Context: an optimization exercise on an open-source flow, tuned for small area, a short achievable clock period and few clock cycles per item. The choices shown serve that exercise and are no tape-out recipe.
At most, simulation tests tie the RTL to the original design; equivalence was not proved.
Power and IR drop assume default switching activity.

==> run a <==
// yuv420_block_csc
module yuv420_block_csc (
    input  wire        clk,
    input  wire        rst,         
    input  wire        in_valid,
    output wire        in_ready,
    input  wire [31:0] in_y,        
    input  wire [7:0]  in_u,
    input  wire [7:0]  in_v,
    output wire        out_valid,
    input  wire        out_ready,
    output wire [95:0] out_rgb      
);
==> module yuv420_block_csc, before the edit <==
module yuv420_block_csc (
    input  wire        clk,
    input  wire        rst,         
    input  wire        in_valid,
    output wire        in_ready,
    input  wire [31:0] in_y,        
    input  wire [7:0]  in_u,
    input  wire [7:0]  in_v,
    output wire        out_valid,
    input  wire        out_ready,
    output wire [95:0] out_rgb      
);
    reg        rdy;                 
    reg        a_valid;
    reg [47:0] a_d;                 
    reg        s_valid;
    reg [47:0] s_d;                 
    reg        p_valid;
    reg [31:0] p_y;
    reg [7:0]  p_dr, p_dg, p_db;    
    reg        p_pr, p_pg, p_pb;    
    reg        b_valid;
    reg        b_idle;              
    reg [95:0] b_rgb;
    wire p_x = !p_valid || b_idle;
    wire a_x = !a_valid || p_x;
    wire [7:0] b_en;
    wire [3:0] p_en;
    wire [2:0] a_en;
    genvar k;
    generate
        for (k = 0; k < 8; k = k + 1) begin : g_ben
            csc_en u_en (.a(b_idle), .b(out_ready), .y(b_en[k]));
        end
        for (k = 0; k < 4; k = k + 1) begin : g_pen
            csc_en u_en (.a(p_x), .b(out_ready), .y(p_en[k]));
        end
        for (k = 0; k < 3; k = k + 1) begin : g_aen
            csc_en u_en (.a(a_x), .b(out_ready), .y(a_en[k]));
        end
    endgenerate
    wire b_go = b_idle || out_ready;
    wire p_go = !p_valid || b_go;
    wire a_go = !a_valid || p_go;
    wire acc  = in_valid && !s_valid;    
    assign in_ready  = rdy;
    assign out_valid = b_valid;
    assign out_rgb   = b_rgb;
    wire s_valid_n = s_valid ? !a_go : (acc && !a_go);
    wire [47:0] in_d = {in_v, in_u, in_y};
    wire [47:0] a_nx = s_valid ? s_d : in_d;
    always @(posedge clk) begin
        if (!s_valid)
            s_d <= in_d;
        if (a_en[0]) a_d[15:0]  <= a_nx[15:0];
        if (a_en[1]) a_d[31:16] <= a_nx[31:16];
        if (a_en[2]) a_d[47:32] <= a_nx[47:32];
    end
    always @(posedge clk) begin
        if (rst) begin
            rdy     <= 1'b1;
            s_valid <= 1'b0;
            a_valid <= 1'b0;
            p_valid <= 1'b0;
            b_valid <= 1'b0;
            b_idle  <= 1'b1;
        end else begin
            rdy     <= !s_valid_n;
            s_valid <= s_valid_n;
            if (a_go) a_valid <= s_valid || acc;
            if (p_go) p_valid <= a_valid;
            if (b_go) begin
                b_valid <= p_valid;
                b_idle  <= !p_valid;
            end
        end
    end
    wire [7:0] dr, dg, db;
    wire       pr, pg, pb;
    csc_chroma u_chroma (
        .u(a_d[39:32]), .v(a_d[47:40]),
        .dr(dr), .pr(pr), .dg(dg), .pg(pg), .db(db), .pb(pb)
    );
    always @(posedge clk) begin
        if (p_en[0]) begin
            p_y[15:0] <= a_d[15:0];
        end
        if (p_en[1]) begin
            p_y[31:16] <= a_d[31:16];
        end
        if (p_en[2]) begin
            p_dr <= dr;
            p_pr <= pr;
            p_dg <= dg;
            p_pg <= pg;
        end
        if (p_en[3]) begin
            p_db <= db;
            p_pb <= pb;
        end
    end
    wire [95:0] rgb;
    generate
        for (k = 0; k < 4; k = k + 1) begin : g_pix
            csc_chan u_r (.y(p_y[8*k +: 8]), .d(p_dr), .p(p_pr), .q(rgb[24*k + 16 +: 8]));
            csc_chan u_g (.y(p_y[8*k +: 8]), .d(p_dg), .p(p_pg), .q(rgb[24*k + 8  +: 8]));
            csc_chan u_b (.y(p_y[8*k +: 8]), .d(p_db), .p(p_pb), .q(rgb[24*k      +: 8]));
        end
        for (k = 0; k < 8; k = k + 1) begin : g_b
            always @(posedge clk) begin
                if (b_en[k])
                    b_rgb[12*k +: 12] <= rgb[12*k +: 12];
            end
        end
    endgenerate
endmodule
==> flow/config.mk <==
export PLATFORM = sky130hd
export DESIGN_NAME = yuv420_block_csc
export DESIGN_NICKNAME = yuv420_block_csc
export VERILOG_FILES = /design/flow/design.v
export SDC_FILE = /design/flow/constraint.sdc
export NUM_CORES = 4
export LEC_CHECK = 0
export CAP_MARGIN = 20
export CORE_MARGIN = 2
export CORE_UTILIZATION = 65
export SLEW_MARGIN = 20
export SYNTH_HIERARCHICAL = 1
==> flow/constraint.sdc <==
create_clock -name core_clock -period 22.0 [get_ports {clk}]
set_input_delay 4.4000 -clock core_clock [delete_from_list [all_inputs] [get_ports {clk}]]
set_output_delay 4.4000 -clock core_clock [all_outputs]
set_load 0.01 [all_outputs]
standard.sh (not shown) runs the stock make flow with config.mk's settings and CLKGATE_MAP_FILE= SYNTH_SCRIPT=/design/flow/synth_recipe.tcl, a recipe that flattens the netlist after the stock synthesis.
==> flow/flow/run.sh <==
#!/bin/bash
# Layout flow: the standard ORFS flow with two changes: the port buffers
# are sky130_fd_sc_hd__buf_1 cells instead of the delay cell buffer_ports picks by
# itself, and clock tree synthesis uses clkbuf_4/clkbuf_8 cells, clusters of up
# to 30 sinks and no dummy loads.
set -euo pipefail
cd "$(dirname "$0")/.."
export BUFFER_PORTS_ARGS="-buffer_cell sky130_fd_sc_hd__buf_1"
export CTS_ARGS="-sink_clustering_enable -repair_clock_nets -dont_use_dummy_load -buf_list {sky130_fd_sc_hd__clkbuf_4 sky130_fd_sc_hd__clkbuf_8} -sink_clustering_size 30"
bash standard.sh > flow_standard.log 2>&1 || { tail -50 flow_standard.log; exit 1; }
tail -5 flow_standard.log
==> run b (differences from run a) <==
--- a/flow/design.v
+++ b/flow/design.v
@@ -762,6 +762,6 @@
     wire a_x = !a_valid || p_x;
     wire [7:0] b_en;
-    wire [3:0] p_en;
-    wire [2:0] a_en;
+    wire [2:0] p_en;
+    wire [1:0] a_en;
     genvar k;
     generate
@@ -769,8 +769,8 @@
             csc_en u_en (.a(b_idle), .b(out_ready), .y(b_en[k]));
         end
-        for (k = 0; k < 4; k = k + 1) begin : g_pen
+        for (k = 0; k < 3; k = k + 1) begin : g_pen
             csc_en u_en (.a(p_x), .b(out_ready), .y(p_en[k]));
         end
-        for (k = 0; k < 3; k = k + 1) begin : g_aen
+        for (k = 0; k < 2; k = k + 1) begin : g_aen
             csc_en u_en (.a(a_x), .b(out_ready), .y(a_en[k]));
         end
@@ -779,5 +779,5 @@
     wire p_go = !p_valid || b_go;
     wire a_go = !a_valid || p_go;
-    wire acc  = in_valid && !s_valid;    
+    wire acc  = in_valid && rdy;
     assign in_ready  = rdy;
     assign out_valid = b_valid;
@@ -789,7 +789,6 @@
         if (!s_valid)
             s_d <= in_d;
-        if (a_en[0]) a_d[15:0]  <= a_nx[15:0];
-        if (a_en[1]) a_d[31:16] <= a_nx[31:16];
-        if (a_en[2]) a_d[47:32] <= a_nx[47:32];
+        if (a_en[0]) a_d[23:0]  <= a_nx[23:0];
+        if (a_en[1]) a_d[47:24] <= a_nx[47:24];
     end
     always @(posedge clk) begin
@@ -821,17 +820,15 @@
         if (p_en[0]) begin
             p_y[15:0] <= a_d[15:0];
+            p_dr <= dr;
+            p_pr <= pr;
         end
         if (p_en[1]) begin
             p_y[31:16] <= a_d[31:16];
+            p_pg <= pg;
+            p_pb <= pb;
         end
         if (p_en[2]) begin
-            p_dr <= dr;
-            p_pr <= pr;
             p_dg <= dg;
-            p_pg <= pg;
-        end
-        if (p_en[3]) begin
             p_db <= db;
-            p_pb <= pb;
         end
     end
==> flow/flow/run.sh (replaced) <==
#!/bin/bash
# Layout flow: the standard ORFS flow with two changes: the port buffers
# are sky130_fd_sc_hd__buf_2 cells instead of the delay cell buffer_ports picks by
# itself, and clock tree synthesis uses clkbuf_4/clkbuf_8 cells, clusters of up
# to 30 sinks and no dummy loads.
set -euo pipefail
cd "$(dirname "$0")/.."
export BUFFER_PORTS_ARGS="-buffer_cell sky130_fd_sc_hd__buf_2"
export CTS_ARGS="-sink_clustering_enable -repair_clock_nets -dont_use_dummy_load -buf_list {sky130_fd_sc_hd__clkbuf_4 sky130_fd_sc_hd__clkbuf_8} -sink_clustering_size 30"
bash standard.sh > flow_standard.log 2>&1 || { tail -50 flow_standard.log; exit 1; }
tail -5 flow_standard.log
CORE_UTILIZATION = 40   (was 65)
==> comparison table <==
Post-synthesis share of cell area spent on and, or, nand and nor gates: run b 6.74%; run a 6.84%
Placed cell areas: run b 0.0167 mm²; run a 0.0163 mm²
Wire length on met3: run b 2.24 mm; run a 2.32 mm
Minimum setup slack after placement: run b 15.96 ns; run a 16.06 ns
Drt via density: run b 5.18; run a 5.83
WL/cell: run b 19.2 µm; run a 20.5 µm
Tot Pwr: run b 1.92 mW; run a 1.88 mW
Number of combinational gates with multiple inputs: run b 838; run a 840
Worst setup path endpoint: run b out_rgb[7]; run a out_valid
Run status: run b finished clean; run a finished clean
Placed instance count: run b 1819; run a 1628
Area share of xor/xnor cells in the synthesized design: run b 1.49%; run a 1.49%
Power dissipated in combinational cells: run b 752 µW; run a 734 µW
Maximum clock skew at final layout: run b 0.0978 ns; run a 0.0666 ns
Synth unique cells: run b 82; run a 81
Power dissipated in the clock network: run b 339 µW; run a 320 µW
# diodes: run b 1; run a 0
Testbench counts of run b, summed over its fixed seeds: cycles 16,024, items 16,000.
No functional check of the RTL was part of run a.


==> run M: inputs <==
Another version of the RTL of yuv420_block_csc (not shown whole).
==> module csc_clamp, before the edit <==
module csc_clamp (
    input  wire [7:0] s,
    input  wire keep,
    input  wire hi,
    output wire [7:0] q
);
    assign q = (s & {8{keep}}) | {8{hi}};
endmodule
==> module csc_chan, before the edit <==
module csc_chan (
    input  wire [7:0] y,
    input  wire [7:0] d,
    input  wire p,
    output wire [7:0] q
);
    wire n1;
    wire n2;
    wire n3;
    wire n4;
    wire n5;
    wire n6;
    wire n7;
    wire n8;
    wire n9;
    wire n10;
    wire n11;
    wire n12;
    wire n13;
    wire n14;
    wire n15;
    wire n16;
    wire keep, hi;
    csc_ha u1 (.a(y[0]), .b(d[0]), .s(n1), .co(n2));
    csc_fa u2 (.a(y[1]), .b(d[1]), .c(n2), .s(n3), .co(n4));
    csc_fa u3 (.a(y[2]), .b(d[2]), .c(n4), .s(n5), .co(n6));
    csc_fa u4 (.a(y[3]), .b(d[3]), .c(n6), .s(n7), .co(n8));
    csc_fa u5 (.a(y[4]), .b(d[4]), .c(n8), .s(n9), .co(n10));
    csc_fa u6 (.a(y[5]), .b(d[5]), .c(n10), .s(n11), .co(n12));
    csc_fa u7 (.a(y[6]), .b(d[6]), .c(n12), .s(n13), .co(n14));
    csc_fa u8 (.a(y[7]), .b(d[7]), .c(n14), .s(n15), .co(n16));
    csc_keephi u9 (.c(n16), .p(p), .keep(keep), .hi(hi));
    csc_clamp u10 (.s({n15, n13, n11, n9, n7, n5, n3, n1}), .keep(keep), .hi(hi), .q(q));
endmodule
==> module yuv420_block_csc, before the edit <==
module yuv420_block_csc (
    input  wire        clk,
    input  wire        rst,         
    input  wire        in_valid,
    output wire        in_ready,
    input  wire [31:0] in_y,        
    input  wire [7:0]  in_u,
    input  wire [7:0]  in_v,
    output wire        out_valid,
    input  wire        out_ready,
    output wire [95:0] out_rgb      
);
    reg        rdy;                 
    reg        a_valid;
    reg [47:0] a_d;                 
    reg        s_valid;
    reg [47:0] s_d;                 
    reg        p_valid;
    reg [31:0] p_y;
    reg [7:0]  p_dr, p_dg, p_db;    
    reg        p_pr, p_pg, p_pb;    
    reg        b_valid;
    reg        b_idle;              
    reg [95:0] b_rgb;
    wire p_x = !p_valid || b_idle;
    wire a_x = !a_valid || p_x;
    wire [7:0] b_en;
    wire [3:0] p_en;
    wire [2:0] a_en;
    genvar k;
    generate
        for (k = 0; k < 8; k = k + 1) begin : g_ben
            csc_en u_en (.a(b_idle), .b(out_ready), .y(b_en[k]));
        end
        for (k = 0; k < 4; k = k + 1) begin : g_pen
            csc_en u_en (.a(p_x), .b(out_ready), .y(p_en[k]));
        end
        for (k = 0; k < 3; k = k + 1) begin : g_aen
            csc_en u_en (.a(a_x), .b(out_ready), .y(a_en[k]));
        end
    endgenerate
    wire b_go = b_idle || out_ready;
    wire p_go = !p_valid || b_go;
    wire a_go = !a_valid || p_go;
    wire acc  = in_valid && rdy;
    assign in_ready  = rdy;
    assign out_valid = b_valid;
    assign out_rgb   = b_rgb;
    wire s_valid_n = s_valid ? !a_go : (acc && !a_go);
    wire [47:0] in_d = {in_v, in_u, in_y};
    wire [47:0] a_nx = s_valid ? s_d : in_d;
    always @(posedge clk) begin
        if (!s_valid)
            s_d <= in_d;
        if (a_en[0]) a_d[15:0]  <= a_nx[15:0];
        if (a_en[1]) a_d[31:16] <= a_nx[31:16];
        if (a_en[2]) a_d[47:32] <= a_nx[47:32];
    end
    always @(posedge clk) begin
        if (rst) begin
            rdy     <= 1'b1;
            s_valid <= 1'b0;
            a_valid <= 1'b0;
            p_valid <= 1'b0;
            b_valid <= 1'b0;
            b_idle  <= 1'b1;
        end else begin
            rdy     <= !s_valid_n;
            s_valid <= s_valid_n;
            if (a_go) a_valid <= s_valid || acc;
            if (p_go) p_valid <= a_valid;
            if (b_go) begin
                b_valid <= p_valid;
                b_idle  <= !p_valid;
            end
        end
    end
    wire [7:0] dr, dg, db;
    wire       pr, pg, pb;
    csc_chroma u_chroma (
        .u(a_d[39:32]), .v(a_d[47:40]),
        .dr(dr), .pr(pr), .dg(dg), .pg(pg), .db(db), .pb(pb)
    );
    always @(posedge clk) begin
        if (p_en[0]) begin
            p_y[15:0] <= a_d[15:0];
        end
        if (p_en[1]) begin
            p_y[31:16] <= a_d[31:16];
        end
        if (p_en[2]) begin
            p_dr <= dr;
            p_pr <= pr;
            p_dg <= dg;
            p_pg <= pg;
        end
        if (p_en[3]) begin
            p_db <= db;
            p_pb <= pb;
        end
    end
    wire [95:0] rgb;
    generate
        for (k = 0; k < 4; k = k + 1) begin : g_pix
            csc_chan u_r (.y(p_y[8*k +: 8]), .d(p_dr), .p(p_pr), .q(rgb[24*k + 16 +: 8]));
            csc_chan u_g (.y(p_y[8*k +: 8]), .d(p_dg), .p(p_pg), .q(rgb[24*k + 8  +: 8]));
            csc_chan u_b (.y(p_y[8*k +: 8]), .d(p_db), .p(p_pb), .q(rgb[24*k      +: 8]));
        end
        for (k = 0; k < 8; k = k + 1) begin : g_b
            always @(posedge clk) begin
                if (b_en[k])
                    b_rgb[12*k +: 12] <= rgb[12*k +: 12];
            end
        end
    endgenerate
endmodule
Settings: LEC_CHECK=0, CAP_MARGIN=20, CORE_MARGIN=2, CORE_UTILIZATION=55, SLEW_MARGIN=20, SYNTH_HIERARCHICAL=1; clock period 22.0 ns.
==> flow/flow/run.sh <==
#!/bin/bash
# Layout flow: the standard ORFS flow with two changes: the port buffers
# are sky130_fd_sc_hd__buf_1 cells instead of the delay cell buffer_ports picks by
# itself, and clock tree synthesis uses clkbuf_4/clkbuf_8 cells, clusters of up
# to 30 sinks and no dummy loads.
set -euo pipefail
cd "$(dirname "$0")/.."
export BUFFER_PORTS_ARGS="-buffer_cell sky130_fd_sc_hd__buf_1"
export CTS_ARGS="-sink_clustering_enable -repair_clock_nets -dont_use_dummy_load -buf_list {sky130_fd_sc_hd__clkbuf_4 sky130_fd_sc_hd__clkbuf_8} -sink_clustering_size 30"
bash standard.sh > flow_standard.log 2>&1 || { tail -50 flow_standard.log; exit 1; }
tail -5 flow_standard.log
==> run Y: changes against run M <==
--- a/flow/design.v
+++ b/flow/design.v
@@ -696,14 +696,18 @@
     input  wire [7:0] s,
     input  wire keep,
     input  wire hi,
+    input  wire en,
+    input  wire [7:0] q0,
     output wire [7:0] q
 );
-    assign q = (s & {8{keep}}) | {8{hi}};
+    assign q = en ? ((s & {8{keep}}) | {8{hi}}) : q0;
 endmodule
 module csc_chan (
     input  wire [7:0] y,
     input  wire [7:0] d,
     input  wire p,
+    input  wire en,
+    input  wire [7:0] q0,
     output wire [7:0] q
 );
     wire n1;
@@ -732,7 +736,7 @@
     csc_fa u7 (.a(y[6]), .b(d[6]), .c(n12), .s(n13), .co(n14));
     csc_fa u8 (.a(y[7]), .b(d[7]), .c(n14), .s(n15), .co(n16));
     csc_keephi u9 (.c(n16), .p(p), .keep(keep), .hi(hi));
-    csc_clamp u10 (.s({n15, n13, n11, n9, n7, n5, n3, n1}), .keep(keep), .hi(hi), .q(q));
+    csc_clamp u10 (.s({n15, n13, n11, n9, n7, n5, n3, n1}), .keep(keep), .hi(hi), .en(en), .q0(q0), .q(q));
 endmodule
 module yuv420_block_csc (
     input  wire        clk,
@@ -778,7 +782,7 @@
     wire b_go = b_idle || out_ready;
     wire p_go = !p_valid || b_go;
     wire a_go = !a_valid || p_go;
-    wire acc  = in_valid && rdy;
+    wire acc  = in_valid && !s_valid;    
     assign in_ready  = rdy;
     assign out_valid = b_valid;
     assign out_rgb   = b_rgb;
@@ -838,17 +842,15 @@
     wire [95:0] rgb;
     generate
         for (k = 0; k < 4; k = k + 1) begin : g_pix
-            csc_chan u_r (.y(p_y[8*k +: 8]), .d(p_dr), .p(p_pr), .q(rgb[24*k + 16 +: 8]));
-            csc_chan u_g (.y(p_y[8*k +: 8]), .d(p_dg), .p(p_pg), .q(rgb[24*k + 8  +: 8]));
-            csc_chan u_b (.y(p_y[8*k +: 8]), .d(p_db), .p(p_pb), .q(rgb[24*k      +: 8]));
-        end
-        for (k = 0; k < 8; k = k + 1) begin : g_b
-            always @(posedge clk) begin
-                if (b_en[k])
-                    b_rgb[12*k +: 12] <= rgb[12*k +: 12];
-            end
+            csc_chan u_r (.y(p_y[8*k +: 8]), .d(p_dr), .p(p_pr), .en(b_en[(3*k + 0) * 2 / 3]), .q0(b_rgb[24*k + 16 +: 8]), .q(rgb[24*k + 16 +: 8]));
+            csc_chan u_g (.y(p_y[8*k +: 8]), .d(p_dg), .p(p_pg), .en(b_en[(3*k + 1) * 2 / 3]), .q0(b_rgb[24*k + 8  +: 8]), .q(rgb[24*k + 8  +: 8]));
+            csc_chan u_b (.y(p_y[8*k +: 8]), .d(p_db), .p(p_pb), .en(b_en[(3*k + 2) * 2 / 3]), .q0(b_rgb[24*k      +: 8]), .q(rgb[24*k      +: 8]));
         end
     endgenerate
+    always @(posedge clk)
+        b_rgb <= rgb;
+    generate
+    endgenerate
 endmodule
 module csc_en (input wire a, input wire b, output wire y);
     assign y = a | b;
--- a/flow/config.mk
+++ b/flow/config.mk
@@ -7,6 +7,6 @@
 export LEC_CHECK = 0
 export CAP_MARGIN = 20
 export CORE_MARGIN = 2
-export CORE_UTILIZATION = 55
+export CORE_UTILIZATION = 65
 export SLEW_MARGIN = 20
 export SYNTH_HIERARCHICAL = 1
==> run C: changes against run M <==
==> flow/flow/run.sh (replaced) <==
#!/bin/bash
# Layout flow: the standard ORFS flow with two changes: the port buffers
# are sky130_fd_sc_hd__buf_2 cells instead of the delay cell buffer_ports picks by
# itself, and clock tree synthesis uses clkbuf_4/clkbuf_8 cells, clusters of up
# to 30 sinks and no dummy loads.
set -euo pipefail
cd "$(dirname "$0")/.."
export BUFFER_PORTS_ARGS="-buffer_cell sky130_fd_sc_hd__buf_2"
export CTS_ARGS="-sink_clustering_enable -repair_clock_nets -dont_use_dummy_load -buf_list {sky130_fd_sc_hd__clkbuf_4 sky130_fd_sc_hd__clkbuf_8} -sink_clustering_size 30"
bash standard.sh > flow_standard.log 2>&1 || { tail -50 flow_standard.log; exit 1; }
tail -5 flow_standard.log
--- a/flow/config.mk
+++ b/flow/config.mk
@@ -7,6 +7,6 @@
 export LEC_CHECK = 0
 export CAP_MARGIN = 20
 export CORE_MARGIN = 2
-export CORE_UTILIZATION = 55
+export CORE_UTILIZATION = 80
 export SLEW_MARGIN = 20
 export SYNTH_HIERARCHICAL = 1
==> results.py <==
metrics = {
    "setup_path": {
        "reg2reg_to": "p_dg[5]",
        "worstSetupPathDepth": 4,
    },
    "run_status": {
        "result_of_the_run": "complete, no violations",
    },
    "yosys": {
        "netlist_instances": 1417,
    },
    "power": {
        "seq_power_uw": 777,
    },
    "die": {
        "die_w_um": 159.1,
    },
}
The numbers above come from run Y.

==> results.py <==
metrics = {
    "setup_path": {
        "worstSetupPathDepth": 1,
    },
    "die": {
        "die_w_um": 173.9,
    },
    "run_status": {
        "result_of_the_run": "complete, no violations",
    },
    "placement": {
        "gpl.final_weighted_congestion": 0.8689,
    },
    "routing": {
        "drt_iter0_drc": 799,
    },
    "yosys": {
        "largest_family_of_logic_cells_by_synthesized_area": "adder cells",
    },
}
The numbers above come from run M.

==> results.py <==
metrics = {
    "power": {
        "seq_power_uw": 816,
    },
    "die": {
        "die_w_um": 144.9,
    },
    "setup_path": {
        "worstSetupPathDepth": 1,
        "reg2reg_to": "p_dg[4]",
    },
    "run_status": {
        "result_of_the_run": "complete, no violations",
    },
}
The numbers above come from run C.

Testbench counts of run M, summed over its fixed seeds: cycles 16,024, items 16,000.
Testbench counts of run Y, summed over its fixed seeds: cycles 16,024, items 16,000.
Testbench counts of run C, summed over its fixed seeds: cycles 16,024, items 16,000.

separate check: timing with driven ports:
In the flow no input, the clock included, has a driving cell. The finished layouts below were timed again as built, in two steps. Step 1 sets driving cells, clkbuf_16 on the clock port and buf_2 on the other inputs (assumed; they add their load-dependent delay and slew). Step 2 also shifts input and output timing later by t, the mid clock arrival at the registers, as if the neighbouring blocks saw the same clock. a / b / c = ideal / step 1 / step 2; a / b = the first two.
| run | t, ns | slack for setup (ns) | worst slew at a driven data input, ns |
|---|---|---|---|
| run a | 0.561 | 16.462 / 16.416 / 16.025 | 0.06 |
| run b | 0.621 | 16.399 / 16.350 / 15.975 | 0.08 |
| run M | 0.562 | 16.485 / 16.442 / 16.075 | 0.05 |
| run Y | 0.553 | 16.005 / 16.015 / 15.462 | 0.04 |
| run C | 0.566 | 16.436 / 16.391 / 16.009 | 0.04 |
After both steps setup and hold are still met in every run listed. The setup slack of run Y, which loses most, moves by +0.010 ns with the drivers and by -0.543 ns with both steps.
